Background: an optimization exercise with open tools, aiming at small area, a short achievable clock period and few clock cycles. Do not read the settings as production practice. Only simulation tests tie the RTL to the original design; equivalence was not proved.

==> design.v <==
module q_s1 (
    input  wire [31:0] x,
    output wire [13:0] mi,       
    output wire [18:0] ml,       
    output wire        lo,       
    output wire        hi        
);
    wire        s = x[31];
    wire [7:0]  e = x[30:23];
    wire [22:0] f = x[22:0];
    wire        nan = (&e) && (|f);
    assign lo = nan || (s && ((e > 8'd131) || (e == 8'd131 && (&f[22:20]) && (|f[19:0]))));
    assign hi = !nan && !s && ((e > 8'd129) || (e == 8'd129 && (f[22] || (f[21] && |f[20:0]))));
    wire g4 = !s && (e >= 8'd128);
    wire g2 = !g4 && !(s && ((e > 8'd130) || (e == 8'd130 && f[22] && f[21] && |f[20:0])));
    wire        tiny = (e < 8'd122);
    wire [24:0] m1 = {1'b1, f, 1'b0};
    reg  [24:0] xs;
    reg         stk;
    always @* begin
        case (e[3:0])
            4'd3: begin xs = m1 >> 0; stk = 1'b0; end
            4'd2: begin xs = m1 >> 1; stk = 1'b0; end
            4'd1: begin xs = m1 >> 2; stk = x[0]; end
            4'd0: begin xs = m1 >> 3; stk = |x[1:0]; end
            4'd15: begin xs = m1 >> 4; stk = |x[2:0]; end
            4'd14: begin xs = m1 >> 5; stk = |x[3:0]; end
            4'd13: begin xs = m1 >> 6; stk = |x[4:0]; end
            4'd12: begin xs = m1 >> 7; stk = |x[5:0]; end
            4'd11: begin xs = m1 >> 8; stk = |x[6:0]; end
            4'd10: begin xs = m1 >> 9; stk = |x[7:0]; end
            default: begin xs = 25'd0; stk = 1'b1; end
        endcase
    end
    wire [24:0] xf = tiny ? 25'd0 : xs;
    wire        st = tiny | stk;
    reg [32:0] w;
    always @* begin
        case ({s, st, g4, g2, xf[2:0]})
            7'd0: w = 33'h0ee200001;
            7'd1: w = 33'h0ee200001;
            7'd2: w = 33'h0ee200001;
            7'd3: w = 33'h0ee200001;
            7'd4: w = 33'h0ee200001;
            7'd5: w = 33'h0ee200001;
            7'd6: w = 33'h0ee200001;
            7'd7: w = 33'h0ee200001;
            7'd8: w = 33'h0ee200001;
            7'd9: w = 33'h0ee1fff82;
            7'd10: w = 33'h0ee200001;
            7'd11: w = 33'h0ee200080;
            7'd12: w = 33'h0ee200001;
            7'd13: w = 33'h0ee1fff82;
            7'd14: w = 33'h0ee200001;
            7'd15: w = 33'h0ee200080;
            7'd16: w = 33'h0ee200001;
            7'd17: w = 33'h0ee1fff82;
            7'd18: w = 33'h0ee1fff03;
            7'd19: w = 33'h0ee200080;
            7'd20: w = 33'h0ee200001;
            7'd21: w = 33'h0ee1fff82;
            7'd22: w = 33'h0ee2000ff;
            7'd23: w = 33'h0ee200080;
            7'd24: w = 33'h0ee200001;
            7'd25: w = 33'h0ee1fff82;
            7'd26: w = 33'h0ee1fff03;
            7'd27: w = 33'h0ee200080;
            7'd28: w = 33'h0ee200001;
            7'd29: w = 33'h0ee1fff82;
            7'd30: w = 33'h0ee2000ff;
            7'd31: w = 33'h0ee200080;
            7'd32: w = 33'h0ee200001;
            7'd33: w = 33'h0ee200001;
            7'd34: w = 33'h0ee200001;
            7'd35: w = 33'h0ee200001;
            7'd36: w = 33'h0ee200001;
            7'd37: w = 33'h0ee200001;
            7'd38: w = 33'h0ee200001;
            7'd39: w = 33'h0ee200001;
            7'd40: w = 33'h0ee200001;
            7'd41: w = 33'h0ee200080;
            7'd42: w = 33'h0ee200001;
            7'd43: w = 33'h0ee200080;
            7'd44: w = 33'h0ee200001;
            7'd45: w = 33'h0ee200080;
            7'd46: w = 33'h0ee200001;
            7'd47: w = 33'h0ee200080;
            7'd48: w = 33'h0ee200001;
            7'd49: w = 33'h0ee1fff82;
            7'd50: w = 33'h0ee2000ff;
            7'd51: w = 33'h0ee200080;
            7'd52: w = 33'h0ee200001;
            7'd53: w = 33'h0ee1fff82;
            7'd54: w = 33'h0ee2000ff;
            7'd55: w = 33'h0ee200080;
            7'd56: w = 33'h0ee200001;
            7'd57: w = 33'h0ee1fff82;
            7'd58: w = 33'h0ee2000ff;
            7'd59: w = 33'h0ee200080;
            7'd60: w = 33'h0ee200001;
            7'd61: w = 33'h0ee1fff82;
            7'd62: w = 33'h0ee2000ff;
            7'd63: w = 33'h0ee200080;
            7'd64: w = 33'h0ee200001;
            7'd65: w = 33'h0ee200001;
            7'd66: w = 33'h0ee200001;
            7'd67: w = 33'h0ee200001;
            7'd68: w = 33'h0ee200001;
            7'd69: w = 33'h0ee200001;
            7'd70: w = 33'h0ee200001;
            7'd71: w = 33'h0ee200001;
            7'd72: w = 33'h0ee200001;
            7'd73: w = 33'h0ee200080;
            7'd74: w = 33'h0ee200001;
            7'd75: w = 33'h0ee1fff82;
            7'd76: w = 33'h0ee200001;
            7'd77: w = 33'h0ee200080;
            7'd78: w = 33'h0ee200001;
            7'd79: w = 33'h0ee1fff82;
            7'd80: w = 33'h0ee200001;
            7'd81: w = 33'h0ee200080;
            7'd82: w = 33'h0ee2000ff;
            7'd83: w = 33'h0ee1fff82;
            7'd84: w = 33'h0ee200001;
            7'd85: w = 33'h0ee200080;
            7'd86: w = 33'h0ee1fff03;
            7'd87: w = 33'h0ee1fff82;
            7'd88: w = 33'h0ee200001;
            7'd89: w = 33'h0ee200080;
            7'd90: w = 33'h0ee2000ff;
            7'd91: w = 33'h0ee1fff82;
            7'd92: w = 33'h0ee200001;
            7'd93: w = 33'h0ee200080;
            7'd94: w = 33'h0ee1fff03;
            7'd95: w = 33'h0ee1fff82;
            7'd96: w = 33'h0ee1fff82;
            7'd97: w = 33'h0ee1fff82;
            7'd98: w = 33'h0ee1fff82;
            7'd99: w = 33'h0ee1fff82;
            7'd100: w = 33'h0ee1fff82;
            7'd101: w = 33'h0ee1fff82;
            7'd102: w = 33'h0ee1fff82;
            7'd103: w = 33'h0ee1fff82;
            7'd104: w = 33'h0ee200001;
            7'd105: w = 33'h0ee1fff82;
            7'd106: w = 33'h0ee200001;
            7'd107: w = 33'h0ee1fff82;
            7'd108: w = 33'h0ee200001;
            7'd109: w = 33'h0ee1fff82;
            7'd110: w = 33'h0ee200001;
            7'd111: w = 33'h0ee1fff82;
            7'd112: w = 33'h0ee200001;
            7'd113: w = 33'h0ee200080;
            7'd114: w = 33'h0ee1fff03;
            7'd115: w = 33'h0ee1fff82;
            7'd116: w = 33'h0ee200001;
            7'd117: w = 33'h0ee200080;
            7'd118: w = 33'h0ee1fff03;
            7'd119: w = 33'h0ee1fff82;
            7'd120: w = 33'h0ee200001;
            7'd121: w = 33'h0ee200080;
            7'd122: w = 33'h0ee1fff03;
            7'd123: w = 33'h0ee1fff82;
            7'd124: w = 33'h0ee200001;
            7'd125: w = 33'h0ee200080;
            7'd126: w = 33'h0ee1fff03;
            7'd127: w = 33'h0ee1fff82;
            default: w = 33'd3995074561;
        endcase
    end
    wire [32:0] xf7 = {1'b0, xf, 7'd0};
    wire [32:0] xf0 = {8'd0, xf};
    wire [32:0] p1  = s ? ~xf7 : xf7;
    wire [32:0] p2  = s ? xf0 : ~xf0;
    wire [32:0] s2  = p1 ^ p2 ^ w;
    wire [32:0] c2  = {(p1[31:0] & p2[31:0]) | (p1[31:0] & w[31:0]) | (p2[31:0] & w[31:0]), 1'b0};
    wire [32:0] m   = s2 + c2;
    assign mi = m[32:19];
    assign ml = m[18:0];
endmodule
module q_s2 (
    input  wire [13:0] mi,
    input  wire [18:0] ml,
    input  wire        lo,
    input  wire        hi,
    output wire [7:0]  q
);
    wire [24:0] pr = {mi, 12'd0} - {3'd0, mi, 8'd0} - {5'd0, mi, 6'd0}
                   - {6'd0, mi, 5'd0} + {11'd0, mi} + 25'h20000;
    wire [7:0]  j1  = pr[24:17];         
    wire        r0  = (pr[16:11] == 6'd0);
    wire        r34 = (pr[16:12] == 5'h1F);
    reg [1:0] dp;    
    reg [2:0] dn;    
    always @* begin
        case (j1)
            8'd124, 8'd148, 8'd177, 8'd178, 8'd212, 8'd217, 8'd241, 8'd247: dp = 2'd1;
            8'd246: dp = 2'd2;
            default: dp = 2'd0;
        endcase
    end
    always @* begin
        case (j1)
            8'd138, 8'd139, 8'd143, 8'd168, 8'd173, 8'd197, 8'd202, 8'd226, 8'd231, 8'd235: dn = 3'd3;
            8'd237: dn = 3'd5;
            8'd118, 8'd128, 8'd131, 8'd132, 8'd133, 8'd136, 8'd137, 8'd141, 8'd142, 8'd152, 8'd157, 8'd160, 8'd162, 8'd165, 8'd167, 8'd170, 8'd171, 8'd172, 8'd181, 8'd186, 8'd191, 8'd196, 8'd201, 8'd204, 8'd205, 8'd206, 8'd215, 8'd220, 8'd221, 8'd225, 8'd229, 8'd230, 8'd234, 8'd244, 8'd250, 8'd253, 8'd254: dn = 3'd2;
            8'd16, 8'd21, 8'd32, 8'd33, 8'd38, 8'd42, 8'd43, 8'd49, 8'd55, 8'd59, 8'd64, 8'd65, 8'd66, 8'd68, 8'd69, 8'd70, 8'd71, 8'd76, 8'd77, 8'd80, 8'd81, 8'd82, 8'd84, 8'd85, 8'd86, 8'd87, 8'd93, 8'd97, 8'd98, 8'd99, 8'd101, 8'd102, 8'd103, 8'd109, 8'd110, 8'd113, 8'd114, 8'd115, 8'd117, 8'd121, 8'd122, 8'd125, 8'd126, 8'd127, 8'd130, 8'd135, 8'd140, 8'd146, 8'd149, 8'd151, 8'd154, 8'd156, 8'd159, 8'd161, 8'd164, 8'd166, 8'd169, 8'd174, 8'd175, 8'd180, 8'd185, 8'd189, 8'd190, 8'd193, 8'd194, 8'd195, 8'd198, 8'd199, 8'd200, 8'd203, 8'd209, 8'd210, 8'd213, 8'd214, 8'd218, 8'd219, 8'd223, 8'd224, 8'd228, 8'd233, 8'd239, 8'd242, 8'd243, 8'd248, 8'd249, 8'd252: dn = 3'd1;
            8'd236: dn = 3'd4;
            default: dn = 3'd0;
        endcase
    end
    wire lt1 = (ml[18:7] == 12'd0) && (ml[6:0] != 7'h7F);    
    wire lt2 = (ml[18:8] == 11'd0) && (ml[7:1] != 7'h7F);    
    wire sub = r0 && ((dp == 2'd1 && lt1) || (dp == 2'd2 && lt2));
    wire ge1 = (ml >= 19'd524161), ge2 = (ml >= 19'd524034), ge3 = (ml >= 19'd523907),
         ge4 = (ml >= 19'd523780), ge5 = (ml >= 19'd523653);
    wire add = r34 && ((dn == 3'd1 && ge1) || (dn == 3'd2 && ge2) || (dn == 3'd3 && ge3) ||
                       (dn == 3'd4 && ge4) || (dn == 3'd5 && ge5));
    reg [7:0] up, dw;
    integer i;
    always @* begin
        for (i = 0; i < 8; i = i + 1) begin
            up[i] = (i == 0) ? 1'b1 : &(j1 | ~(8'hFF >> (8 - i)));
            dw[i] = (i == 0) ? 1'b1 : ~|(j1 & (8'hFF >> (8 - i)));
        end
    end
    assign q = lo ? 8'd1 : (hi ? 8'd255 :
               (sub ? (j1 ^ dw) : (add ? (j1 ^ up) : j1)));
endmodule
module tz24 (
    input  wire [23:0] v,
    output reg  [4:0]  n
);
    integer i;
    always @* begin
        n = 5'd27;
        for (i = 23; i >= 0; i = i - 1)
            if (v[i]) n = i[4:0] + 5'd3;
    end
endmodule
module lzc32 (
    input  wire [31:0] v,
    output wire [4:0]  n
);
    wire [15:0] z1;  wire [15:0] c1;
    genvar g;
    generate
        for (g = 0; g < 16; g = g + 1) begin : l1
            assign z1[g] = !(v[2*g+1] | v[2*g]);
            assign c1[g] = !v[2*g+1];
        end
    endgenerate
    wire [7:0] z2;  wire [15:0] c2;
    generate
        for (g = 0; g < 8; g = g + 1) begin : l2
            assign z2[g] = z1[2*g+1] & z1[2*g];
            assign c2[2*g+1:2*g] = z1[2*g+1] ? {1'b1, c1[2*g]} : {1'b0, c1[2*g+1]};
        end
    endgenerate
    wire [3:0] z3;  wire [11:0] c3;
    generate
        for (g = 0; g < 4; g = g + 1) begin : l3
            assign z3[g] = z2[2*g+1] & z2[2*g];
            assign c3[3*g+2:3*g] = z2[2*g+1] ? {1'b1, c2[4*g+1:4*g]} : {1'b0, c2[4*g+3:4*g+2]};
        end
    endgenerate
    wire [1:0] z4;  wire [7:0] c4;
    generate
        for (g = 0; g < 2; g = g + 1) begin : l4
            assign z4[g] = z3[2*g+1] & z3[2*g];
            assign c4[4*g+3:4*g] = z3[2*g+1] ? {1'b1, c3[6*g+2:6*g]} : {1'b0, c3[6*g+5:6*g+3]};
        end
    endgenerate
    assign n = z4[1] ? {1'b1, c4[3:0]} : {1'b0, c4[7:4]};
endmodule
module disp_s1 (
    input  wire [31:0] a,
    input  wire [31:0] b,
    output wire        ok,       
    output wire [27:0] sum,      
    output wire [7:0]  ex,       
    output wire        sign,     
    output wire        sp_nan,   
    output wire        sp_inf,   
    output wire        zsign     
);
    wire       sa = a[31], sb = b[31];
    wire [7:0] ea = a[30:23], eb = b[30:23];
    wire       an = |ea, bn = |eb;
    wire a_nan = (&ea) && (|a[22:0]);
    wire b_nan = (&eb) && (|b[22:0]);
    wire a_inf = (&ea) && !(|a[22:0]);
    wire b_inf = (&eb) && !(|b[22:0]);
    assign ok = !(b[30:0] > a[30:0]);
    wire [7:0]  eb1 = {eb[7:1], eb[0] | !bn};
    assign ex = {ea[7:1], ea[0] | !an};
    wire [23:0] mx = {an, a[22:0]};
    wire [23:0] mz = {bn, b[22:0]};
    wire [4:0]  tz;
    tz24 u_tz (.v(mz), .n(tz));
    wire [7:0]  d  = ex - eb1;
    wire [26:0] zs  = (d >= 8'd27) ? 27'd0 : ({mz, 3'b000} >> d[4:0]);
    wire        stk = (d > {3'd0, tz});
    wire [26:0] mz_al = {zs[26:1], zs[0] | stk};
    wire same = (sa == sb);
    wire [27:0] mx_ext = {1'b0, mx, 3'b000};
    wire [27:0] mz_ext = {1'b0, mz_al};
    assign sum = mx_ext + (same ? mz_ext : ~mz_ext) + {27'd0, !same};
    assign sp_nan = a_nan || b_nan || (a_inf && b_inf && (sa != sb));
    assign sp_inf = a_inf || b_inf;
    assign sign   = a_inf ? sa : (b_inf ? sb : sa);
    assign zsign  = sa & sb;
endmodule
module disp_s2 (
    input  wire [27:0] sum,
    input  wire [7:0]  ex,
    input  wire        sign,
    input  wire        sp_nan,
    input  wire        sp_inf,
    input  wire        zsign,
    output reg  [31:0] y
);
    reg  [26:0] mark;         
    reg  [26:0] above;        
    integer k;
    always @* begin
        for (k = 0; k < 27; k = k + 1)
            mark[k] = (ex == 8'd27 - k);
        above[0] = (ex > 8'd27);
        for (k = 1; k < 27; k = k + 1)
            above[k] = above[k-1] | mark[k-1];
    end
    wire [4:0]  lz;
    lzc32 u_lz (.v({sum[26:0] | mark, 5'b11111}), .n(lz));
    wire [26:0] nl   = sum[26:0] << lz;
    wire [26:0] norm = sum[27] ? {sum[27:2], sum[1] | sum[0]} : nl;
    wire        big  = sum[27] || (|(sum[26:0] & above));
    wire [7:0]  hexp = sum[27] ? ex : (ex - {3'd0, lz} - 8'd1);
    wire        ovf0 = sum[27] && (ex == 8'hFE);             
    wire [26:0] hsig = big ? norm : {1'b0, norm[26:2], norm[1] | norm[0]};
    wire        ru   = hsig[2] & (hsig[1] | hsig[0] | hsig[3]);
    wire [7:0]  he   = big ? hexp : 8'd0;
    wire [30:0] base = {he, hsig[25:3]};
    wire [30:0] rnd  = base + {30'd0, ru};
    wire        ovf  = ovf0 || (rnd[30:23] == 8'hFE);
    always @* begin
        if (sp_nan)
            y = 32'h7FC00000;
        else if (sp_inf)
            y = {sign, 8'hFF, 23'd0};
        else if (sum == 28'd0)
            y = {zsign, 31'd0};
        else if (ovf)
            y = {sign, 8'hFF, 23'd0};
        else
            y = {sign, rnd};
    end
endmodule
module bvm_encoder (
    input  wire        clk,
    input  wire        rst,
    input  wire        cmd_valid,
    output wire        cmd_ready,
    input  wire [71:0] cmd_word,
    output reg         rsp_valid,
    output wire [35:0] rsp_word,
    input  wire [31:0] cur_l,
    input  wire [31:0] cur_r,
    input  wire [1:0]  rdy,
    output wire        out_valid,
    output wire [7:0]  out_byte
);
    localparam [3:0] OP_NOP = 4'h0, OP_INIT = 4'h1, OP_ADVANCE = 4'h2,
                     OP_UPDATE = 4'h3, OP_GETCUR = 4'h4, OP_SAMPLE = 4'h5,
                     OP_SETLEVELS = 4'h6, OP_ENCODE = 4'h7, OP_GETDISP = 4'h8,
                     OP_GETSTAT = 4'h9;
    localparam [31:0] FLOOR_DB = 32'hC2C80000;   
    reg [31:0] lvl_a, lvl_b;
    reg        ph;
    reg        e_ill, e_port;        
    reg [1:0]  first;                
    reg        em1, em2, em3;        
    reg        dwait;                
    reg [1:0]  rsp_code;
    reg        data_en;              
    reg [31:0] rsp_data;
    wire busy = em1 | em2 | dwait;
    assign cmd_ready = !busy;
    wire acc = cmd_valid && !busy;
    wire [3:0]  op  = cmd_word[3:0];
    wire        ch  = cmd_word[4];
    wire [2:0]  rsv = cmd_word[7:5];
    wire [31:0] opa = cmd_word[39:8];
    wire [31:0] opb = cmd_word[71:40];
    wire illegal = (op >= 4'hA) || (rsv != 3'd0) ||
                   (ch && !(op == OP_INIT || op == OP_ADVANCE ||
                            op == OP_UPDATE || op == OP_GETCUR));
    wire port_violation = !illegal &&
                   (op == OP_INIT || op == OP_ADVANCE || op == OP_UPDATE);
    wire legal = !illegal && !port_violation;
    wire c_sample = acc && legal && (op == OP_SAMPLE);
    wire c_setlv  = acc && legal && (op == OP_SETLEVELS);
    wire c_encode = acc && legal && (op == OP_ENCODE);
    wire c_getdsp = acc && legal && (op == OP_GETDISP);
    wire c_getcur = acc && legal && (op == OP_GETCUR);
    wire c_getst  = acc && legal && (op == OP_GETSTAT);
    wire lvl_we   = rst || c_sample || c_setlv;
    reg  [13:0] pq_mi;               
    reg  [18:0] pq_ml;
    reg         pq_lo, pq_hi;
    reg         pq_r, pq_v;          
    reg  [7:0]  q_l, q_r;
    wire [13:0] mi1;
    wire [18:0] ml1;
    wire        lo1, hi1;
    wire [7:0]  q2;
    q_s1 u_q1 (.x(lvl_a), .mi(mi1), .ml(ml1), .lo(lo1), .hi(hi1));
    q_s2 u_q2 (.mi(pq_mi), .ml(pq_ml), .lo(pq_lo), .hi(pq_hi), .q(q2));
    reg  [7:0]  d_ex;
    reg         d_sign, d_nan, d_inf, d_zs;
    reg  [1:0]  dph;                 
    wire [27:0] s1_sum;
    wire [7:0]  s1_ex;
    wire        s1_sign, s1_nan, s1_inf, s1_zs, s1_ok;
    wire [31:0] disp;
    disp_s1 u_d1 (.a(lvl_a), .b(lvl_b), .ok(s1_ok), .sum(s1_sum), .ex(s1_ex), .sign(s1_sign),
                  .sp_nan(s1_nan), .sp_inf(s1_inf), .zsign(s1_zs));
    disp_s2 u_d2 (.sum(rsp_data[27:0]), .ex(d_ex), .sign(d_sign), .sp_nan(d_nan),
                  .sp_inf(d_inf), .zsign(d_zs), .y(disp));
    wire cmd_load = c_getcur || c_getst;
    wire d_hold   = lvl_we || cmd_load;
    wire d_st1    = !d_hold && (dph == 2'd0) && s1_ok;
    wire d_st2    = !d_hold && (dph == 2'd1);
    wire disp_now = !d_hold && (dph != 2'd0);    
    always @(posedge clk) begin
        pq_mi <= mi1;
        pq_ml <= ml1;
        pq_lo <= lo1;
        pq_hi <= hi1;
        pq_r  <= ph;
        d_ex  <= s1_ex;
        d_sign <= s1_sign;
        d_nan <= s1_nan;
        d_inf <= s1_inf;
        d_zs  <= s1_zs;
        if (cmd_load)
            rsp_data <= op[0] ? {20'd0, 2'b00, first, 2'b00, rdy, 2'b00, e_port, e_ill}
                              : (ch ? cur_r : cur_l);
        else if (d_st1)
            rsp_data <= {4'd0, s1_sum};
        else if (d_st2)
            rsp_data <= disp;
        if (acc) begin
            rsp_code <= illegal ? 2'd1 : (port_violation ? 2'd2 : 2'd0);
            data_en  <= c_getcur || c_getst || c_getdsp;
        end
    end
    always @(posedge clk) begin
        if (lvl_we) begin
            lvl_a <= rst ? FLOOR_DB : (op[0] ? cur_l : opa);
            lvl_b <= rst ? FLOOR_DB : (op[0] ? cur_r : opb);
        end else begin
            lvl_a <= lvl_b;
            lvl_b <= lvl_a;
        end
        if (rst) begin
            e_ill     <= 1'b0;
            e_port    <= 1'b0;
            first     <= 2'd0;
            rsp_valid <= 1'b0;
            em1       <= 1'b0;
            em2       <= 1'b0;
            em3       <= 1'b0;
            dwait     <= 1'b0;
            ph        <= 1'b0;
            pq_v      <= 1'b0;
            dph       <= 2'd0;
            q_l       <= 8'd1;
            q_r       <= 8'd1;
        end else begin
            if (acc && illegal) begin
                e_ill <= 1'b1;
                if (first == 2'd0) first <= 2'd1;
            end
            if (acc && port_violation) begin
                e_port <= 1'b1;
                if (first == 2'd0) first <= 2'd2;
            end
            ph    <= lvl_we ? 1'b0 : !ph;
            pq_v  <= !lvl_we;
            dph   <= d_hold ? 2'd0 : (d_st1 ? 2'd1 : (d_st2 ? 2'd2 : dph));
            if (pq_v) begin
                if (pq_r) q_r <= q2;
                else      q_l <= q2;
            end
            em1   <= c_encode;
            em2   <= em1;
            em3   <= em2;
            dwait <= c_getdsp ? !disp_now : (dwait && !disp_now);
            rsp_valid <= (acc && !c_encode && !(c_getdsp && !disp_now)) || em2 ||
                         (dwait && disp_now);
        end
    end
    assign out_valid = em1 | em2 | em3;
    assign out_byte  = em1 ? q_l : (em2 ? q_r : 8'h00);
    assign rsp_word  = {rsp_data & {32{data_en}}, 2'b00, rsp_code};
endmodule
==> flow/run.sh <==
#!/bin/bash
# Own layout flow: the standard ORFS flow (standard.sh) on every step,
# unchanged, except that the timing repair after clock tree synthesis and
# after global routing aims for a larger setup slack than the default 0 ns
# (SETUP_SLACK_MARGIN), so that the resizer also speeds up paths that
# already meet the 20 ns clock. The clock, constraints, synthesis, floorplan,
# power grid and tap cells are the standard ones.
# The full output of the ORFS run goes to standard_flow.log here; each ORFS
# step also keeps its own log under orfs/logs/.
set -euo pipefail
bash standard.sh SETUP_SLACK_MARGIN=13.5 finish > standard_flow.log 2>&1
==> standard.sh <==
#!/bin/bash
# synth_recipe.tcl (not shown) runs the flow's synth.tcl, then flattens the netlist and writes it again
# the make line also repeats each setting of config.mk as NAME=value (left out here)
make -C /OpenROAD-flow-scripts/flow DESIGN_CONFIG=/design/flow/config.mk WORK_HOME=/design/flow/orfs CLKGATE_MAP_FILE= SYNTH_SCRIPT=/design/flow/synth_recipe.tcl "${@:-finish}"
==> config.mk <==
export PLATFORM = sky130hd
export DESIGN_NAME = bvm_encoder
export DESIGN_NICKNAME = bvm_encoder
export VERILOG_FILES = /design/flow/design.v
export SDC_FILE = /design/flow/constraint.sdc
export NUM_CORES = 4
export LEC_CHECK = 0
export CAP_MARGIN = 20
export CORE_MARGIN = 2
export CORE_UTILIZATION = 40
export SLEW_MARGIN = 20
==> constraint.sdc <==
create_clock -name core_clock -period 20.0 [get_ports {clk}]
set_input_delay 4.0000 -clock core_clock [delete_from_list [all_inputs] [get_ports {clk}]]
set_output_delay 4.0000 -clock core_clock [all_outputs]
set_load 0.01 [all_outputs]
==> parameters.txt, run 1 <==
Parameter                              Value

Routing
  Antenna violation net count after detailed routing ... 0
  Drt pass-1 iters ... 6
  Total DRC errors in the routed layout ... 0
  Average detailed-routed wire length per instance ... 26.2 um
  Total length of routed wires ... 112 mm
  Mean number of vias per cell ... 6.46
  Starting DRC count in detailed routing ... 3104
  Routed via count ... 27600

Synth
  Number of instances in the synthesized netlist ... 3204
  Cell type with the largest total area after synthesis ... sky130_fd_sc_hd__dfxtp_1
  Area fraction of the dominant cell type after synthesis ... 11.7%
  Number of distinct library cell variants in the gate-level netlist after synthesis ... 107
  Commonest register cell after synthesis ... sky130_fd_sc_hd__dfxtp_1
  Cells taking the most area after synthesis ... sky130_fd_sc_hd__dfxtp_1 (12%), sky130_fd_sc_hd__ha_1 (9.3%), sky130_fd_sc_hd__mux2i_1 (6.7%), sky130_fd_sc_hd__nand2_1 (4.5%), sky130_fd_sc_hd__edfxtp_1 (4.4%)
  Share of synthesized area occupied by flip-flops and latches ... 16.1%
  Register bit count reported by yosys ... 176
  Synth warn ... 5
  Number of enable-type register cells in the synthesized netlist ... 35
  Syn avg cell area ... 7.53 um2
  Proportion of synthesized flip-flops having asynchronous set or reset ... 0%
  Cell Area, Synth ... 24100 um2

Timing
  Setup repair after global routing missed its margin ... yes
  Worst slack on hold paths ... 360 ps
  Final critical delay including setup and external delays ... 6640 ps
  Rel. slew slack ... 31.9%
  Worst setup skew after layout ... 21.3 ps
  Max Clk Rate ... 0.151 GHz
  Worst-margin pin slew ... 1010 ps
  Final Slew Violations ... 0
  Final-report setup violation count ... 0
  Final sum of negative setup slack ... 0 ps
  Tcrit/Tclk final ... 33.2%
  Hold violation count in the final report ... 0

Outcome
  Run status ... timing/DRC/antenna clean

Min path
  Endpoint of the worst hold path ... pq_r$_DFF_P_
  Hold path startpoint ... ph$_SDFF_PP0_
  Worst hold stages ... 0
  Type of the worst min-delay path ... flip-flop to flip-flop

Place
  Post-detailed-placement half-perimeter wirelength ... 80.9 mm
  Port Buffer Count ... 185
  Final weighted congestion of routability-driven global placement ... 1.02
  Cell Count Post-Placement ... 4009
  Placed Instance Area ... 26800 um2

Clock network
  Clock tree from TritonCTS ... done
  Clk sink count ... 176
  Hold bufs inserted after CTS ... 0
  Clock-pin slew of the registers on the worst-case setup and hold paths ... 90 ps
  Root cell of the clock tree ... sky130_fd_sc_hd__clkbuf_16
  Clk Latency, worst-skew pair ... 500 ps
  Total CTS buffers ... 17
  Buffers from clock root to sink, at most ... 2
  Level count of the clock H-tree ... 4

Flow run
  Max-cap violations ... 0

Worst setup path
  Crit Reg-Reg Endpoint ... rsp_data[25]$_DFFE_PP_
  Top Family by Delay on Critical Path ... compound AO/OA/AOI/OAI gates
  Worst path arrival time ... 6880 ps
  R2r startpoint ... lvl_b[29]$_DFF_P_
  Crit Path Max Fanout ... 7
  Critical path's largest stage delay ... 420 ps
  Data required, critical path ... 20240 ps
  Worst path most repeated cell ... sky130_fd_sc_hd__ha_4
  CP Depth ... 28
  Critical Path Start Type ... flip-flop
  Critical path endpoint category ... flip-flop
  Worst-case register-to-register setup slack ... 13360 ps
  Buffers & Inverters on Critical Path ... 3
  Critical path type ... flip-flop to flip-flop
  CP max stage cell ... sky130_fd_sc_hd__or4_4
  Depth of the most critical reg-to-reg path ... 28

Cells and area
  Non-filler instance count after layout ... 4281
  Fraction of final layout cells sized beyond drive strength 1 ... 22.1%
  Post-route cell area ... 31500 um2
  Most common cell after layout, fill and taps aside ... sky130_fd_sc_hd__nand2_1
  Leading cell types in the layout, fill and taps excluded ... sky130_fd_sc_hd__nand2_1 (275), sky130_fd_sc_hd__nor2_1 (260), sky130_fd_sc_hd__buf_4 (257)
  Area growth from synthesis to layout ... 30.3%
  Total of fill cells in the finished design ... 5710
  Final net count ... 3849

Global routing
  Pin count of the biggest net entering global routing ... 89
  Aggregate global routing overflow ... 0
  Number of global-route vias before repair ... 25900
  Antenna violations before repair ... 3
  First-pass GRT wire length ... 162 mm
  GRT Resource Usage Total ... 33.9%

Floorplanning
  Die area ... 62300 um2
  Chip Width ... 250 um
  Starting utilization of the core area ... 40.2%
  Site Rows ... 90
  Die Y ... 250 um
  Number of placed I/O pins ... 188
  Floorplan core area ... 60000 um2
[cell usage after synthesis, types with 14 or more instances]
master,n
sky130_fd_sc_hd__a21o_1,45
sky130_fd_sc_hd__clkbuf_1,172
sky130_fd_sc_hd__a311oi_1,15
sky130_fd_sc_hd__xnor2_1,110
sky130_fd_sc_hd__o211ai_1,45
sky130_fd_sc_hd__nor2b_1,38
sky130_fd_sc_hd__inv_1,167
sky130_fd_sc_hd__or2_2,26
sky130_fd_sc_hd__and2_1,59
sky130_fd_sc_hd__o22ai_1,21
sky130_fd_sc_hd__xor2_1,51
sky130_fd_sc_hd__fa_1,45
sky130_fd_sc_hd__nand4_1,30
sky130_fd_sc_hd__mux2i_1,161
sky130_fd_sc_hd__nand2_1,289
sky130_fd_sc_hd__o221ai_1,29
sky130_fd_sc_hd__a31oi_1,39
sky130_fd_sc_hd__a211o_1,18
sky130_fd_sc_hd__and3_1,37
sky130_fd_sc_hd__nand2b_1,36
sky130_fd_sc_hd__nor4_1,35
sky130_fd_sc_hd__nor2_1,278
sky130_fd_sc_hd__or4_1,14
sky130_fd_sc_hd__mux2_2,16
sky130_fd_sc_hd__dfxtp_1,141
sky130_fd_sc_hd__buf_2,23
sky130_fd_sc_hd__nand3_1,98
sky130_fd_sc_hd__o31ai_1,21
sky130_fd_sc_hd__o21a_1,22
sky130_fd_sc_hd__buf_1,18
sky130_fd_sc_hd__o21ai_0,144
sky130_fd_sc_hd__edfxtp_1,35
sky130_fd_sc_hd__a221oi_1,24
sky130_fd_sc_hd__a21oi_1,178
sky130_fd_sc_hd__a211oi_1,101
sky130_fd_sc_hd__a22oi_1,42
sky130_fd_sc_hd__ha_1,180
sky130_fd_sc_hd__or3_1,25
sky130_fd_sc_hd__nor3_1,105
[final cells by class]
cell class	count	area (um2)	area share (%)
Tap cell	782	978	3.11
Sequential cell	176	3980	12.6
Timing Repair Buffer	475	4280	13.6
Multi-Input combinational cell	2637	20800	66.1
Inverter	175	757	2.41
Clock buffer	17	425	1.35
Clock inverter	15	225	0.716
Antenna cell	3	7.51	0.0239
Timing Repair inverter	1	5.00	0.0159
[flip-flops by register name, summed over array words and instances (netlist names), 8 cells and up, named ones only]
signal and cells:
lvl_a 32, rsp_data 32, lvl_b 32, q_r 8
pq_mi 14, q_l 8, pq_ml 19, d_ex 8
[metrics by stage]
step           util [%]  setup WS (ps)
2_1_floorplan         -          13370
3_3_place_gp       44.6          11900
3_5_place_dp       44.6          11680
4_1_cts            49.1          13350
5_1_grt            52.4          13170
6_report           52.4          13360
[logic make-up (layout without fill, tap and decap cells)]
family | after synthesis | count (layout) | share of synthesized area (%)
AOI/OAI and AO/OA | 936 | 936 | 27.4
muxes | 186 | 186 | 8.22
DFF | 176 | 176 | 16.1
xor gates and xnor gates | 162 | 162 | 5.91
other | 1 | 5 | 0.0155
buffers and inverters | 396 | 683 | 6.47
adders and majority gates | 225 | 225 | 13.1
and+or+nand+nor | 1122 | 1126 | 22.9
[worst max path at each step]
stage	from	to
detailed placement	lvl_a[23]$_DFF_P_	pq_mi[13]$_DFF_P_
finish	lvl_b[29]$_DFF_P_	rsp_data[25]$_DFFE_PP_
CTS	lvl_a[23]$_DFF_P_	pq_mi[13]$_DFF_P_
floorplan	cmd_word[0]	rsp_data[0]$_DFFE_PP_
global placement	lvl_a[23]$_DFF_P_	pq_mi[13]$_DFF_P_
global route	lvl_b[29]$_DFF_P_	rsp_data[25]$_DFFE_PP_
[metal layers]
metal  part of all wire (%)  vias to the layer above  GRT usage, %
met3                    9.0                      351          6.85
met2                     45                     1567          54.7
met5                  0.012                        -             0
li1                       -                    12500             -
met1                     39                    13300          42.0
met4                    6.4                        2          19.1
[what timing repair did]
action | CTS | global route
gates resized for setup | 252 | 256
setup endpoints to repair | 112 | 55
gates cloned | 7 | 1
pin swaps | 69 | 146
setup buffers | 123 | 106
Testbench counts, summed over its fixed seeds: cycles 16,188.
==> run 2: changes to the inputs <==
--- a/flow/run.sh
+++ b/flow/run.sh
@@ -10,2 +10,2 @@
 set -euo pipefail
-bash standard.sh SETUP_SLACK_MARGIN=13.5 finish > standard_flow.log 2>&1
+bash standard.sh SETUP_SLACK_MARGIN=14.5 finish > standard_flow.log 2>&1
--- a/config.mk
+++ b/config.mk
@@ -7,2 +7,3 @@
 export LEC_CHECK = 0
+export ABC_AREA = 1
 export CAP_MARGIN = 20
==> run 2 against run 1 <==
Still clean on timing, DRC and antenna. Global-route usage shrank 1.1 points. Sequential share of layout area grew 0.14 points. Via count grew 5.4%. First-iteration DRC count grew 20%. Non-clock buffer count shrank 7. Cell area down 1.4%. Wire length fell by 4.9%. Worst setup slack gained 620 ps. Critical path depth fell by 19. Critical path type is now input port to flip-flop. Largest cell class unchanged.
==> parameters.txt, run 2 <==
Parameter                              Value

Outcome
  Run status ... timing/DRC/antenna clean

Clock network
  Level count of the clock H-tree ... 4
  Clk sink count ... 176
  Clock-pin slew of the registers on the worst-case setup and hold paths ... 70 ps
  Clock tree from TritonCTS ... done
  Clk Latency, worst-skew pair ... 500 ps
  Buffers from clock root to sink, at most ... 2
  Root cell of the clock tree ... sky130_fd_sc_hd__clkbuf_16
  Total CTS buffers ... 17
  Hold bufs inserted after CTS ... 0

Min path
  Type of the worst min-delay path ... flip-flop to flip-flop
  Endpoint of the worst hold path ... pq_r$_DFF_P_
  Hold path startpoint ... ph$_SDFF_PP0_
  Worst hold stages ... 0

Timing
  Worst-margin pin slew ... 1020 ps
  Rel. slew slack ... 31.9%
  Setup repair after global routing missed its margin ... yes
  Tcrit/Tclk final ... 30.1%
  Final critical delay including setup and external delays ... 6020 ps
  Final Slew Violations ... 0
  Worst setup skew after layout ... 19.2 ps
  Hold violation count in the final report ... 0
  Minimum setup slack in the final design ... 13980 ps
  Worst slack on hold paths ... 352 ps
  Max Clk Rate ... 0.166 GHz
  Final-report setup violation count ... 0
  Final sum of negative setup slack ... 0 ps

Routing
  Total length of routed wires ... 107 mm
  Routed via count ... 29200
  Mean number of vias per cell ... 5.87
  Average detailed-routed wire length per instance ... 21.5 um
  Starting DRC count in detailed routing ... 3725
  Drt pass-1 iters ... 9
  Antenna violation net count after detailed routing ... 0
  Total DRC errors in the routed layout ... 0

Cells and area
  Total of fill cells in the finished design ... 5885
  Antenna Cells ... 0
  Largest registers ... lvl_a (32), lvl_b (32), rsp_data (32)
  Area growth from synthesis to layout ... 30.8%
  Fraction of final layout cells sized beyond drive strength 1 ... 20.6%
  Post-route core utilization ... 52.7%
  Leading cell types in the layout, fill and taps excluded ... sky130_fd_sc_hd__nand2_1 (768), sky130_fd_sc_hd__nor2_1 (448), sky130_fd_sc_hd__inv_1 (369)
  Final net count ... 4543
  Most common cell after layout, fill and taps aside ... sky130_fd_sc_hd__nand2_1

Global routing
  Met2 layer usage reported by global route ... 48.7%
  Met1 track demand over resource ... 45.8%
  First-pass GRT wire length ... 155 mm
  Antenna violations before repair ... 4
  Met3 Resource Use GR ... 6.12%
  Most utilized layer in the global route result ... met2
  Pin count of the biggest net entering global routing ... 79
  GRT Resource Usage Total ... 32.7%
  Aggregate global routing overflow ... 0
  Number of global-route vias before repair ... 26100

Synth
  Commonest register cell after synthesis ... sky130_fd_sc_hd__dfxtp_1
  Number of enable-type register cells in the synthesized netlist ... 35
  Cell Area, Synth ... 23700 um2
  Most common cell in the netlist ... sky130_fd_sc_hd__nand2_1
  Complex-gate fraction of the synthesized area ... 20.1%
  Cells taking the most area after synthesis ... sky130_fd_sc_hd__nand2_1 (13%), sky130_fd_sc_hd__dfxtp_1 (12%), sky130_fd_sc_hd__ha_1 (9.5%), sky130_fd_sc_hd__nor2_1 (7.9%), sky130_fd_sc_hd__nand3_1 (6.9%)
  Syn avg cell area ... 6.18 um2
  Top cells by count, synth ... sky130_fd_sc_hd__nand2_1 (843), sky130_fd_sc_hd__nor2_1 (497), sky130_fd_sc_hd__inv_1 (422)
  Synth warn ... 5
  Register bit count reported by yosys ... 176
  Multiplexer share of the synthesized area ... 0.633%
  Share of synthesized area occupied by flip-flops and latches ... 16.3%
  Main combinational cell family by area after synthesis ... simple AND/OR/NAND/NOR gates
  Cell type with the largest total area after synthesis ... sky130_fd_sc_hd__nand2_1
  Number of instances in the synthesized netlist ... 3838
  Area share of and/or/nand/nor cells after synthesis ... 34.0%
  Area fraction of the dominant cell type after synthesis ... 13.3%
  Proportion of synthesized flip-flops having asynchronous set or reset ... 0%
  Number of distinct library cell variants in the gate-level netlist after synthesis ... 68
  Share of synthesized cell area in full adder, half adder and majority cells ... 13.3%
  Synth Area in XOR/XNOR ... 4.95%

Worst setup path
  Worst-case register-to-register setup slack ... 14050 ps
  Crit Reg-Reg Endpoint ... pq_mi[12]$_DFF_P_
  Crit Path Max Fanout ... 78
  Worst path arrival time ... 6370 ps
  Depth of the most critical reg-to-reg path ... 38
  Critical path endpoint category ... flip-flop
  R2r startpoint ... lvl_a[25]$_DFF_P_
  Data required, critical path ... 20350 ps
  Critical Path Start Type ... input port
  Critical path type ... input port to flip-flop

Floorplanning
  Floorplan core area ... 58800 um2
  Chip Width ... 247 um
  Site Rows ... 89
  Die Y ... 247 um
  Starting utilization of the core area ... 40.3%
  Die area ... 61200 um2
  Number of placed I/O pins ... 188

Place
  Port Buffer Count ... 185
  Setup slack after placement ... 11230 ps
  Post-detailed-placement half-perimeter wirelength ... 76.0 mm
  Final weighted congestion of routability-driven global placement ... 1.01

Flow run
  Max-cap violations ... 0
==> run 2: changes by cell type after synthesis, sizes merged, moves of 59 or more <==
cell,before,now
mux2i,161,15
nand3,99,336
nand2,289,877
xnor2,111,16
xor2,51,118
and2,61,2
a211oi,105,12
inv,170,440
a21oi,179,253
clkbuf,172,110
nor2,280,524
o21ai,153,252
==> run 2: cell families (layout without fill, tap and decap cells) <==
family	after synthesis	count (layout)
adder cells (fa/ha/maj)	225	225
multiplexers	15	15
AO/OA/AOI/OAI	789	794
buffers and inverters	621	963
AND/OR/NAND/NOR	1877	1881
other	1	2
flip-flops	176	176
XOR/XNOR	134	134
==> run 2: layout make-up <==
class                      count  area (um2)  share of cell area (%)
clock buffer                  19         454                    1.46
clock inverter                13         124                   0.400
inverter                     455        1860                    6.00
multi-input combinational   3051       19200                    61.8
sequential                   176        3960                    12.8
tap                          773         967                    3.12
timing repair buffer         468        4410                    14.2
timing repair inverter         8        67.6                   0.218
==> run 2: what timing repair did <==
action / in CTS / in global routing
pin swaps: 73 / 133
gates resized for setup: 367 / 383
buffers inserted: 136 / 115
setup endpoints to repair: 217 / 189
gates cloned: 16 / 9
==> run 2: critical path: stages <==
cell,delay [ps]
sky130_fd_sc_hd__buf_12,110
sky130_fd_sc_hd__buf_4,130
sky130_fd_sc_hd__buf_12,170
sky130_fd_sc_hd__inv_2,270
sky130_fd_sc_hd__buf_6,500
sky130_fd_sc_hd__o21ai_0,260
sky130_fd_sc_hd__nor2_1,570
sky130_fd_sc_hd__a211oi_1,120
sky130_fd_sc_hd__a21oi_1,140
==> run 2: worst max path at each step <==
stage	start	endpoint	slack (ps)	cells after the start
after floorplan	cmd_word[0]	rsp_data[0]$_DFFE_PP_	13650	16
after global placement	cmd_word[4]	rsp_data[13]$_DFFE_PP_	11310	15
after detailed placement	cmd_word[4]	rsp_data[7]$_DFFE_PP_	11230	15
after CTS	cmd_word[2]	rsp_data[11]$_DFFE_PP_	14080	22
after global routing	lvl_a[25]$_DFF_P_	pq_mi[12]$_DFF_P_	13840	38
final	cmd_word[0]	rsp_data[5]$_DFFE_PP_	13980	9
==> run 2: per-stage QoR <==
stage | instances | area [um2]
global placement | 4655 | 26000
global route | 4963 | 31000
CTS | 4839 | 28900
finish | 4963 | 31000
floorplan | 3839 | 23800
detailed placement | 4655 | 26000
==> run 2: metal layers <==
layer,up-vias,share of wire (%)
li1,13600,-
met3,313,11
met2,1732,42
met4,4,5.2
met1,13500,42
met5,-,0.022
==> run 3: changes to the inputs <==
--- a/config.mk
+++ b/config.mk
@@ -12 +12,2 @@
 export SLEW_MARGIN = 20
+export TNS_END_PERCENT = 0
==> run 3 against run 2 <==
Critical endpoint is now rsp_data[1]$_DFFE_PP_. Area after synthesis unchanged. Wire length shrank 5.8%. Still clean on timing, DRC and antenna. Worst setup slack got worse by 93 ps. Die area did not move. Non-clock buffer count decreased by 160. Critical path depth grew 12. First-iteration DRC count down 15%. Via count decreased by 5.0%. Count of clock-buffer cells in the layout rose by 1.
==> parameters.txt, run 3 <==
Parameter                              Value

Place
  Port Buffer Count ... 185
  Placed Instance Area ... 26000 um2
  Cell Count Post-Placement ... 4656
  Final weighted congestion of routability-driven global placement ... 1.02
  Post-detailed-placement half-perimeter wirelength ... 76.7 mm

Min path
  Type of the worst min-delay path ... flip-flop to flip-flop
  Worst hold stages ... 0

Cells and area
  Antenna Cells ... 0
  Leading cell types in the layout, fill and taps excluded ... sky130_fd_sc_hd__nand2_1 (823), sky130_fd_sc_hd__nor2_1 (466), sky130_fd_sc_hd__inv_1 (393)
  Fraction of final layout cells sized beyond drive strength 1 ... 11.2%
  Total of fill cells in the finished design ... 6106
  Area growth from synthesis to layout ... 20.2%
  Area occupied by multi-input gates ... 18100 um2
  Most common cell after layout, fill and taps aside ... sky130_fd_sc_hd__nand2_1
  Storage cell area ... 3900 um2
  Largest registers ... lvl_a (32), lvl_b (32), rsp_data (32)
  Post-route cell area ... 28500 um2
  Non-filler instance count after layout ... 4793
  Final net count ... 4374

Timing
  Final sum of negative setup slack ... 0 ps
  Setup repair after global routing missed its margin ... yes
  Tcrit/Tclk final ... 30.6%
  Final-report setup violation count ... 0
  Worst-margin pin slew ... 1070 ps
  Worst setup skew after layout ... 17.7 ps
  Hold violation count in the final report ... 0
  Final critical delay including setup and external delays ... 6110 ps
  Final Slew Violations ... 0
  Rel. slew slack ... 28.0%
  Max Clk Rate ... 0.164 GHz

Worst setup path
  Critical path endpoint category ... flip-flop
  Critical Path, Cell by Cell ... buf_2 -> buf_12 -> clkinvlp_4 -> o311ai_4 -> nor2_4 -> inv_2 -> nor2_4 -> nand3_4 -> buf_12 -> nand2_8 -> nor2_4 -> nand4_1 -> buf_6 -> clkinv_8 -> nor2_4 -> nand2_4 -> nor2_8 -> buf_12 -> buf_16 -> nand2_1 -> a21oi_2
  Crit Path Max Fanout ... 5
  Depth of the most critical reg-to-reg path ... 43
  Data required, critical path ... 20240 ps
  CP max stage cell ... sky130_fd_sc_hd__o311ai_4
  Worst-case register-to-register setup slack ... 14020 ps
  Worst path arrival time ... 6350 ps
  Critical path type ... input port to flip-flop
  Critical path's largest stage delay ... 350 ps
  Top Family by Delay on Critical Path ... buffers and inverters
  Critical Path Start Type ... input port
  Worst path most repeated cell ... sky130_fd_sc_hd__nor2_4
  CP Depth ... 21
  Buffers & Inverters on Critical Path ... 9

Synth
  Area fraction of the dominant cell type after synthesis ... 13.3%
  Commonest register cell after synthesis ... sky130_fd_sc_hd__dfxtp_1
  Number of instances in the synthesized netlist ... 3838
  Share of synthesized area occupied by flip-flops and latches ... 16.3%
  Synth warn ... 5
  Number of distinct library cell variants in the gate-level netlist after synthesis ... 68
  Proportion of synthesized flip-flops having asynchronous set or reset ... 0%
  Top cells by count, synth ... sky130_fd_sc_hd__nand2_1 (843), sky130_fd_sc_hd__nor2_1 (497), sky130_fd_sc_hd__inv_1 (422)
  Cells taking the most area after synthesis ... sky130_fd_sc_hd__nand2_1 (13%), sky130_fd_sc_hd__dfxtp_1 (12%), sky130_fd_sc_hd__ha_1 (9.5%), sky130_fd_sc_hd__nor2_1 (7.9%), sky130_fd_sc_hd__nand3_1 (6.9%)
  Syn avg cell area ... 6.18 um2
  Register bit count reported by yosys ... 176
  Cell type with the largest total area after synthesis ... sky130_fd_sc_hd__nand2_1
  Most common cell in the netlist ... sky130_fd_sc_hd__nand2_1
  Cell Area, Synth ... 23700 um2
  Number of enable-type register cells in the synthesized netlist ... 35

Routing
  Mean number of vias per cell ... 5.78
  Antenna violation net count after detailed routing ... 0
  Drt pass-1 iters ... 7
  Average detailed-routed wire length per instance ... 20.9 um
  Total length of routed wires ... 100 mm
  Starting DRC count in detailed routing ... 3177
  Total DRC errors in the routed layout ... 0
  Routed via count ... 27700

Clock network
  Level count of the clock H-tree ... 4
  Clock tree from TritonCTS ... done
  Total CTS buffers ... 17
  Clk sink count ... 176
  Buffers from clock root to sink, at most ... 2
  Clock-pin slew of the registers on the worst-case setup and hold paths ... 70 ps
  Clk Latency, worst-skew pair ... 500 ps
  Hold bufs inserted after CTS ... 0
  Root cell of the clock tree ... sky130_fd_sc_hd__clkbuf_16

Global routing
  Aggregate global routing overflow ... 0
  Antenna violations before repair ... 1
  First-pass GRT wire length ... 151 mm
  Pin count of the biggest net entering global routing ... 91
  Number of global-route vias before repair ... 25400
  GRT Resource Usage Total ... 32.0%

Floorplanning
  Die area ... 61200 um2
  Chip Width ... 247 um
  Starting utilization of the core area ... 40.3%
  Floorplan core area ... 58800 um2
  Site Rows ... 89
  Number of placed I/O pins ... 188
  Die Y ... 247 um

Flow run
  Max-cap violations ... 0

Outcome
  Run status ... timing/DRC/antenna clean
## run 3: cell types whose count changed in the layout (fill, tap and decap cells not counted), moves of 28 or more
cell                              before  now
sky130_fd_sc_hd__buf_4               207   97
sky130_fd_sc_hd__nand2_1             768  823
sky130_fd_sc_hd__buf_6                57    7
sky130_fd_sc_hd__clkdlybuf4s50_1     133  176
sky130_fd_sc_hd__nand2_2              75   44
sky130_fd_sc_hd__clkbuf_2             28    0
## run 3: final timing paths
| check | from | to |
|---|---|---|
| worst max register to register | lvl_a[4]$_DFF_P_ | pq_ml[15]$_DFF_P_ |
| worst min-delay path | ph$_SDFF_PP0_ | pq_r$_DFF_P_ |
| worst max-delay path | cmd_word[4] | rsp_data[1]$_DFFE_PP_ |
| worst min register to register | ph$_SDFF_PP0_ | pq_r$_DFF_P_ |
## run 3: layout make-up
class,instances,share of cell area (%)
timing repair buffer,308,10.9
timing repair inverter,5,0.105
clock buffer,20,1.68
multi-input combinational,3045,63.5
tap,773,3.39
sequential,176,13.7
clock inverter,11,0.492
inverter,455,6.30
## run 3: layer usage
layer	vias up	share of wire, %	GRT usage [%]
li1	13300	-	-
met1	12700	44	44.8
met2	1460	41	47.8
met3	225	9.8	6.24
met4	2	4.6	13.0
met5	-	0.013	0
## run 3: logic make-up (layout without fill, tap and decap cells)
| logic type | Yosys count | count (layout) | synth area share, % |
|---|---|---|---|
| AND/OR/NAND/NOR | 1877 | 1878 | 34.0 |
| other | 1 | 2 | 0.0158 |
| buffers and inverters | 621 | 799 | 10.6 |
| AO/OA/AOI/OAI | 789 | 791 | 20.1 |
| adder cells (fa/ha/maj) | 225 | 225 | 13.3 |
| flip-flops | 176 | 176 | 16.3 |
| XOR/XNOR | 134 | 134 | 4.95 |
| multiplexers | 15 | 15 | 0.633 |
## run 3: metrics by stage
stage,util (%),worst slack [ps],hold slack (ps)
finish,48.5,13890,353
global route,48.5,13750,367
CTS,47.4,13970,354
detailed placement,44.2,11180,339
global placement,44.2,11260,340
floorplan,-,13650,331
## run 3: timing repair
item	4_1_cts	5_1_grt
setup endpoints to repair	217	205
buffers inserted	63	27
resized for setup	148	119
pin swaps	32	37
cloned	14	2
==> run 4: changes to the inputs <==
--- a/flow/run.sh
+++ b/flow/run.sh
@@ -10,2 +10,2 @@
 set -euo pipefail
-bash standard.sh SETUP_SLACK_MARGIN=14.5 finish > standard_flow.log 2>&1
+bash standard.sh SETUP_SLACK_MARGIN=15 finish > standard_flow.log 2>&1
==> run 4 against run 3 <==
Register-to-register slack about the same. Clock skew unchanged. Wire length unchanged. Worst setup slack unchanged. Largest cell class unchanged. Fmax unchanged. Still clean. Synthesized cell count unchanged.
==> parameters.txt, run 4 <==
Parameter                              Value

Outcome
  Run status ... timing/DRC/antenna clean

Cells and area
  Leading cell types in the layout, fill and taps excluded ... sky130_fd_sc_hd__nand2_1 (823), sky130_fd_sc_hd__nor2_1 (466), sky130_fd_sc_hd__inv_1 (393)
  Most common cell after layout, fill and taps aside ... sky130_fd_sc_hd__nand2_1
  Largest registers ... lvl_a (32), lvl_b (32), rsp_data (32)
  Fraction of final layout cells sized beyond drive strength 1 ... 11.2%
  Post-route core utilization ... 48.5%
  Final net count ... 4374
  Antenna Cells ... 0
  Post-route cell area ... 28500 um2
  Area growth from synthesis to layout ... 20.2%
  Total of fill cells in the finished design ... 6106

Timing
  Rel. slew slack ... 28.0%
  Setup repair after global routing missed its margin ... yes
  Worst slack on hold paths ... 353 ps
  Final critical delay including setup and external delays ... 6110 ps
  Final sum of negative setup slack ... 0 ps
  Worst setup skew after layout ... 17.7 ps
  Max Clk Rate ... 0.164 GHz
  Final-report setup violation count ... 0
  Final Slew Violations ... 0
  Hold violation count in the final report ... 0
  Tcrit/Tclk final ... 30.6%
  Minimum setup slack in the final design ... 13890 ps
  Worst-margin pin slew ... 1070 ps

Routing
  Starting DRC count in detailed routing ... 3177
  Average detailed-routed wire length per instance ... 20.9 um
  Mean number of vias per cell ... 5.78
  Antenna violation net count after detailed routing ... 0
  Routed via count ... 27700
  Total length of routed wires ... 100 mm
  Drt pass-1 iters ... 7
  Total DRC errors in the routed layout ... 0

Worst setup path
  Worst path most repeated cell ... sky130_fd_sc_hd__nor2_4
  CP max stage cell ... sky130_fd_sc_hd__o311ai_4
  Critical path type ... input port to flip-flop
  Critical path's largest stage delay ... 350 ps
  Critical path endpoint category ... flip-flop
  Crit Path Max Fanout ... 5
  Data required, critical path ... 20240 ps
  Critical Path, Cell by Cell ... buf_2 -> buf_12 -> clkinvlp_4 -> o311ai_4 -> nor2_4 -> inv_2 -> nor2_4 -> nand3_4 -> buf_12 -> nand2_8 -> nor2_4 -> nand4_1 -> buf_6 -> clkinv_8 -> nor2_4 -> nand2_4 -> nor2_8 -> buf_12 -> buf_16 -> nand2_1 -> a21oi_2
  Worst path arrival time ... 6350 ps
  Buffers & Inverters on Critical Path ... 9
  Top Family by Delay on Critical Path ... buffers and inverters
  Critical Path Start Type ... input port

Global routing
  Pin count of the biggest net entering global routing ... 91
  First-pass GRT wire length ... 151 mm
  Aggregate global routing overflow ... 0
  Number of global-route vias before repair ... 25400
  GRT Resource Usage Total ... 32.0%
  Antenna violations before repair ... 1

Place
  Setup slack after placement ... 11180 ps
  Port Buffer Count ... 185
  Final weighted congestion of routability-driven global placement ... 1.02
  Post-detailed-placement half-perimeter wirelength ... 76.7 mm
  Placed Instance Area ... 26000 um2

Synth
  Most common cell in the netlist ... sky130_fd_sc_hd__nand2_1
  Share of synthesized area occupied by flip-flops and latches ... 16.3%
  Syn avg cell area ... 6.18 um2
  Area fraction of the dominant cell type after synthesis ... 13.3%
  Cell Area, Synth ... 23700 um2
  Cell type with the largest total area after synthesis ... sky130_fd_sc_hd__nand2_1
  Number of instances in the synthesized netlist ... 3838
  Number of distinct library cell variants in the gate-level netlist after synthesis ... 68
  Commonest register cell after synthesis ... sky130_fd_sc_hd__dfxtp_1
  Synth warn ... 5
  Number of enable-type register cells in the synthesized netlist ... 35
  Top cells by count, synth ... sky130_fd_sc_hd__nand2_1 (843), sky130_fd_sc_hd__nor2_1 (497), sky130_fd_sc_hd__inv_1 (422)
  Cells taking the most area after synthesis ... sky130_fd_sc_hd__nand2_1 (13%), sky130_fd_sc_hd__dfxtp_1 (12%), sky130_fd_sc_hd__ha_1 (9.5%), sky130_fd_sc_hd__nor2_1 (7.9%), sky130_fd_sc_hd__nand3_1 (6.9%)
  Proportion of synthesized flip-flops having asynchronous set or reset ... 0%
  Register bit count reported by yosys ... 176

Clock network
  Root cell of the clock tree ... sky130_fd_sc_hd__clkbuf_16
  Clk sink count ... 176
  Level count of the clock H-tree ... 4
  Clock tree from TritonCTS ... done
  Total CTS buffers ... 17
  Buffers from clock root to sink, at most ... 2
  Clk Latency, worst-skew pair ... 500 ps
  Clock-pin slew of the registers on the worst-case setup and hold paths ... 70 ps

Min path
  Type of the worst min-delay path ... flip-flop to flip-flop

Floorplanning
  Site Rows ... 89
  Chip Width ... 247 um
  Number of placed I/O pins ... 188
  Starting utilization of the core area ... 40.3%
  Die area ... 61200 um2
  Floorplan core area ... 58800 um2
  Die Y ... 247 um

Flow run
  Max-cap violations ... 0
run 4: cells by family (layout without fill, tap and decap cells):
family,after synthesis,in the layout,synth area share [%]
simple gates,1877,1878,34.0
compound gates,789,791,20.1
buf+inv,621,799,10.6
fa+ha+maj,225,225,13.3
flops,176,176,16.3
xor+xnor,134,134,4.95
mux,15,15,0.633
other cells,1,2,0.0158
run 4: timing repair:
item,CTS,global route
setup endpoints to repair,231,221
setup buffers,63,27
hold buffers,0,0
cloned,14,2
gates resized for setup,148,119
hold endpoints to repair,0,0
pin swaps,32,37
run 4: area by class of cell:
class | instances | area [um2] | share of cell area [%]
Clock buffer | 20 | 479 | 1.68
Tap cell | 773 | 967 | 3.39
Multi-Input combinational cell | 3045 | 18100 | 63.5
Clock inverter | 11 | 140 | 0.492
Inverter | 455 | 1800 | 6.30
Sequential cell | 176 | 3900 | 13.7
Timing Repair Buffer | 308 | 3100 | 10.9
Timing Repair inverter | 5 | 30.0 | 0.105
run 4: stage by stage:
step | cells
CTS | 4764
global placement | 4656
detailed placement | 4656
global route | 4793
finish | 4793
floorplan | 3839
run 4: path summary, 6_finish.rpt:
path                    start                    end  slack (ps)  cells past startpoint
max reg2reg  lvl_a[4]$_DFF_P_      pq_ml[15]$_DFF_P_       14020                     43
min             ph$_SDFF_PP0_           pq_r$_DFF_P_         350                      0
min reg2reg     ph$_SDFF_PP0_           pq_r$_DFF_P_         350                      0
max               cmd_word[4]  rsp_data[1]$_DFFE_PP_       13890                     21
run 4: per-layer routing:
layer	vias to the layer above	GRT usage (%)	wire [um]
met5	-	0	13
met4	2	13.0	4570
met3	225	6.24	9820
met2	1460	47.8	41600
met1	12700	44.8	44300
li1	13300	-	-
==> run 5: changes to the inputs <==
--- a/design.v
+++ b/design.v
@@ -418,5 +418,6 @@
     q_s2 u_q2 (.mi(pq_mi), .ml(pq_ml), .lo(pq_lo), .hi(pq_hi), .q(q2));
+    reg  [27:0] d_sum;
     reg  [7:0]  d_ex;
-    reg         d_sign, d_nan, d_inf, d_zs;
-    reg  [1:0]  dph;                 
+    reg         d_sign, d_nan, d_inf, d_zs, d_v, d_ok;
+    reg         has_disp;            
     wire [27:0] s1_sum;
@@ -427,9 +428,6 @@
                   .sp_nan(s1_nan), .sp_inf(s1_inf), .zsign(s1_zs));
-    disp_s2 u_d2 (.sum(rsp_data[27:0]), .ex(d_ex), .sign(d_sign), .sp_nan(d_nan),
+    disp_s2 u_d2 (.sum(d_sum), .ex(d_ex), .sign(d_sign), .sp_nan(d_nan),
                   .sp_inf(d_inf), .zsign(d_zs), .y(disp));
-    wire cmd_load = c_getcur || c_getst;
-    wire d_hold   = lvl_we || cmd_load;
-    wire d_st1    = !d_hold && (dph == 2'd0) && s1_ok;
-    wire d_st2    = !d_hold && (dph == 2'd1);
-    wire disp_now = !d_hold && (dph != 2'd0);    
+    wire d_wr = d_v && d_ok;
+    wire disp_now = has_disp || d_wr;    
     always @(posedge clk) begin
@@ -440,2 +438,3 @@
         pq_r  <= ph;
+        d_sum <= s1_sum;
         d_ex  <= s1_ex;
@@ -445,8 +444,7 @@
         d_zs  <= s1_zs;
-        if (cmd_load)
+        d_ok  <= s1_ok;
+        if (c_getcur || c_getst)
             rsp_data <= op[0] ? {20'd0, 2'b00, first, 2'b00, rdy, 2'b00, e_port, e_ill}
                               : (ch ? cur_r : cur_l);
-        else if (d_st1)
-            rsp_data <= {4'd0, s1_sum};
-        else if (d_st2)
+        else if (d_wr)
             rsp_data <= disp;
@@ -476,3 +474,4 @@
             pq_v      <= 1'b0;
-            dph       <= 2'd0;
+            d_v       <= 1'b0;
+            has_disp  <= 1'b0;
             q_l       <= 8'd1;
@@ -490,3 +489,4 @@
             pq_v  <= !lvl_we;
-            dph   <= d_hold ? 2'd0 : (d_st1 ? 2'd1 : (d_st2 ? 2'd2 : dph));
+            d_v   <= !lvl_we;
+            has_disp <= disp_now && !lvl_we && !c_getcur && !c_getst;
             if (pq_v) begin
--- a/flow/run.sh
+++ b/flow/run.sh
@@ -10,2 +10,2 @@
 set -euo pipefail
-bash standard.sh SETUP_SLACK_MARGIN=15 finish > standard_flow.log 2>&1
+bash standard.sh SETUP_SLACK_MARGIN=14.5 finish > standard_flow.log 2>&1
--- a/config.mk
+++ b/config.mk
@@ -12,2 +12 @@
 export SLEW_MARGIN = 20
-export TNS_END_PERCENT = 0
==> run 5 against run 4 <==
First-iteration DRC count up 14%. Count of clock-buffer cells in the layout grew 15. Cell count is 5.0% higher. Wire length is 9.8% higher. Global-route usage increased by 0.68 points. Worst hold slack better by 4.7 ps. Cell area up 13%. Register-to-register slack better by 200 ps.
==> parameters.txt, run 5 <==
Parameter                              Value

Cells and area
  Area occupied by multi-input gates ... 19100 um2
  Total of fill cells in the finished design ... 5790
  Most common cell after layout, fill and taps aside ... sky130_fd_sc_hd__nand2_1
  Post-route cell area ... 32300 um2
  Final net count ... 4608
  Storage cell area ... 4540 um2
  Fraction of final layout cells sized beyond drive strength 1 ... 22.0%
  Non-filler instance count after layout ... 5035
  Largest registers ... lvl_a (32), lvl_b (32), rsp_data (32)

Routing
  Total length of routed wires ... 110 mm
  Total DRC errors in the routed layout ... 0
  Mean number of vias per cell ... 5.81
  Routed via count ... 29200

Clock network
  Clock-pin slew of the registers on the worst-case setup and hold paths ... 70 ps
  Clk sink count ... 204
  Clk Latency, worst-skew pair ... 590 ps
  Total CTS buffers ... 26
  Level count of the clock H-tree ... 1

Worst setup path
  Critical path type ... flip-flop to flip-flop
  Buffers & Inverters on Critical Path ... 35
  Worst path arrival time ... 6290 ps
  Critical path endpoint category ... flip-flop
  Critical path's largest stage delay ... 480 ps
  CP max stage cell ... sky130_fd_sc_hd__dfxtp_2
  Top Family by Delay on Critical Path ... buffers and inverters

Timing
  Rel. slew slack ... 29.1%
  Tcrit/Tclk final ... 28.9%
  Worst-margin pin slew ... 1050 ps
  Final critical delay including setup and external delays ... 5780 ps
  Final-report setup violation count ... 0

Floorplanning
  Die area ... 61900 um2
  Number of placed I/O pins ... 188
  Floorplan core area ... 59100 um2
  Die Y ... 249 um

Global routing
  Pin count of the biggest net entering global routing ... 76
  Number of global-route vias before repair ... 26300

Flow run
  Max-cap violations ... 0

Synth
  Number of enable-type register cells in the synthesized netlist ... 35
  Proportion of synthesized flip-flops having asynchronous set or reset ... 0%
  Cell type with the largest total area after synthesis ... sky130_fd_sc_hd__nand2_1
  Area fraction of the dominant cell type after synthesis ... 15.0%
  Synth warn ... 5
  Number of distinct library cell variants in the gate-level netlist after synthesis ... 64

Outcome
  Run status ... timing/DRC/antenna clean

Place
  Final weighted congestion of routability-driven global placement ... 0.986
[run 5: cell count changes in the layout (fill, tap and decap cells not counted), sizes merged, moves of 36 or more]
cell / delta
a21oi: -36
a311oi: +51
buf: +245
clkdlybuf4s50: -43
nand2: +94
nor2: -106
o41ai: -50
[run 5: worst reg2reg max path, delay by kind of cell (launching register included)]
family,cells,cell delay [ps]
buf+inv,35,4510
flops,1,480
simple gates,7,720
[run 5: metrics by stage]
step	hold slack [ps]	setup WS, ps	util, %
final	357	14220	54.6
after global routing	365	14050	54.6
after CTS	358	14430	50.2
after detailed placement	346	11800	44.8
after global placement	351	11820	44.8
after floorplan	331	14340	-
[run 5: worst paths after layout]
path,end,depth (start not counted),slack [ps],start
min,pq_r$_DFF_P_,0,360,ph$_SDFF_PP0_
max,pq_hi$_DFF_P_,42,14220,lvl_a[9]$_DFF_P_
min reg2reg,pq_r$_DFF_P_,0,360,ph$_SDFF_PP0_
max reg2reg,pq_hi$_DFF_P_,42,14220,lvl_a[9]$_DFF_P_
[run 5: cell type report]
class                   instances  area share, %
clock buffers                  35           2.31
clock inverters                13          0.461
inverters                     470           5.83
multi-input cells            3023           59.2
flip-flops and latches        204           14.1
well taps                     773           2.99
repair buffers                516           15.1
repair inverters                1         0.0155
[run 5: what timing repair did]
action | 4_1_cts | 5_1_grt
endpoints found under the setup margin | 248 | 217
resized for setup | 444 | 451
buffers inserted | 173 | 121
pin swaps | 66 | 151
gates cloned | 12 | 6
[run 5: cell families (layout without fill, tap and decap cells)]
kind of cell	Yosys count	after routing	share of synthesized area, %
other	1	2	0.0156
multiplexers	11	11	0.459
XOR/XNOR	149	149	5.44
AND/OR/NAND/NOR	1880	1885	33.3
buffers and inverters	619	1035	10.1
flip-flops	204	204	18.5
AO/OA/AOI/OAI	750	751	19.1
adder cells (fa/ha/maj)	225	225	13.1
[run 5: routing by layer]
layer	up-vias	track usage (%)	wire [um]
li1	13700	-	-
met1	13500	45.1	46000
met2	1645	49.3	46400
met3	336	7.68	12500
met4	10	12.2	5220
met5	-	0	61
Testbench counts of run 5, summed over its fixed seeds: cycles 16,188.

port drivers added, routing unchanged:
The flow's constraints put no driver on any port. The routed layouts listed below were extracted and timed again, unchanged, in two steps.
Step 1, drivers: a clkbuf_16 drives clk and a buf_2 each remaining input, both assumed.
Step 2 adds t to the input delays and takes it off the output delays; t is the mean of the earliest and latest rising clock arrival at the registers after step 1. Input paths then give back, and output paths get back, about the clock's delay inside the block.
a / b / c = ideal / step 1 / step 2; a / b = the first two.
run	t, ns	setup WS [ns]	worst setup path at the end	clock arrival spread, ns	worst data-port slew with drivers (ns)
run 1	0.550	13.357 / 13.357 / 13.034	input to register	0.022 / 0.022	0.11
run 2	0.552	13.980 / 13.984 / 13.432	input to register	0.021 / 0.021	0.09
run 3	0.549	13.887 / 13.892 / 13.343	input to register	0.018 / 0.018	0.10
run 4	0.549	13.887 / 13.892 / 13.343	input to register	0.018 / 0.018	0.10
run 5	0.645	14.223 / 14.223 / 13.905	input to register	0.024 / 0.024	0.10
After both steps every run listed still meets setup and hold. The setup slack of run 2, which loses most, moves by +0.004 ns with the drivers and by -0.548 ns with both steps.
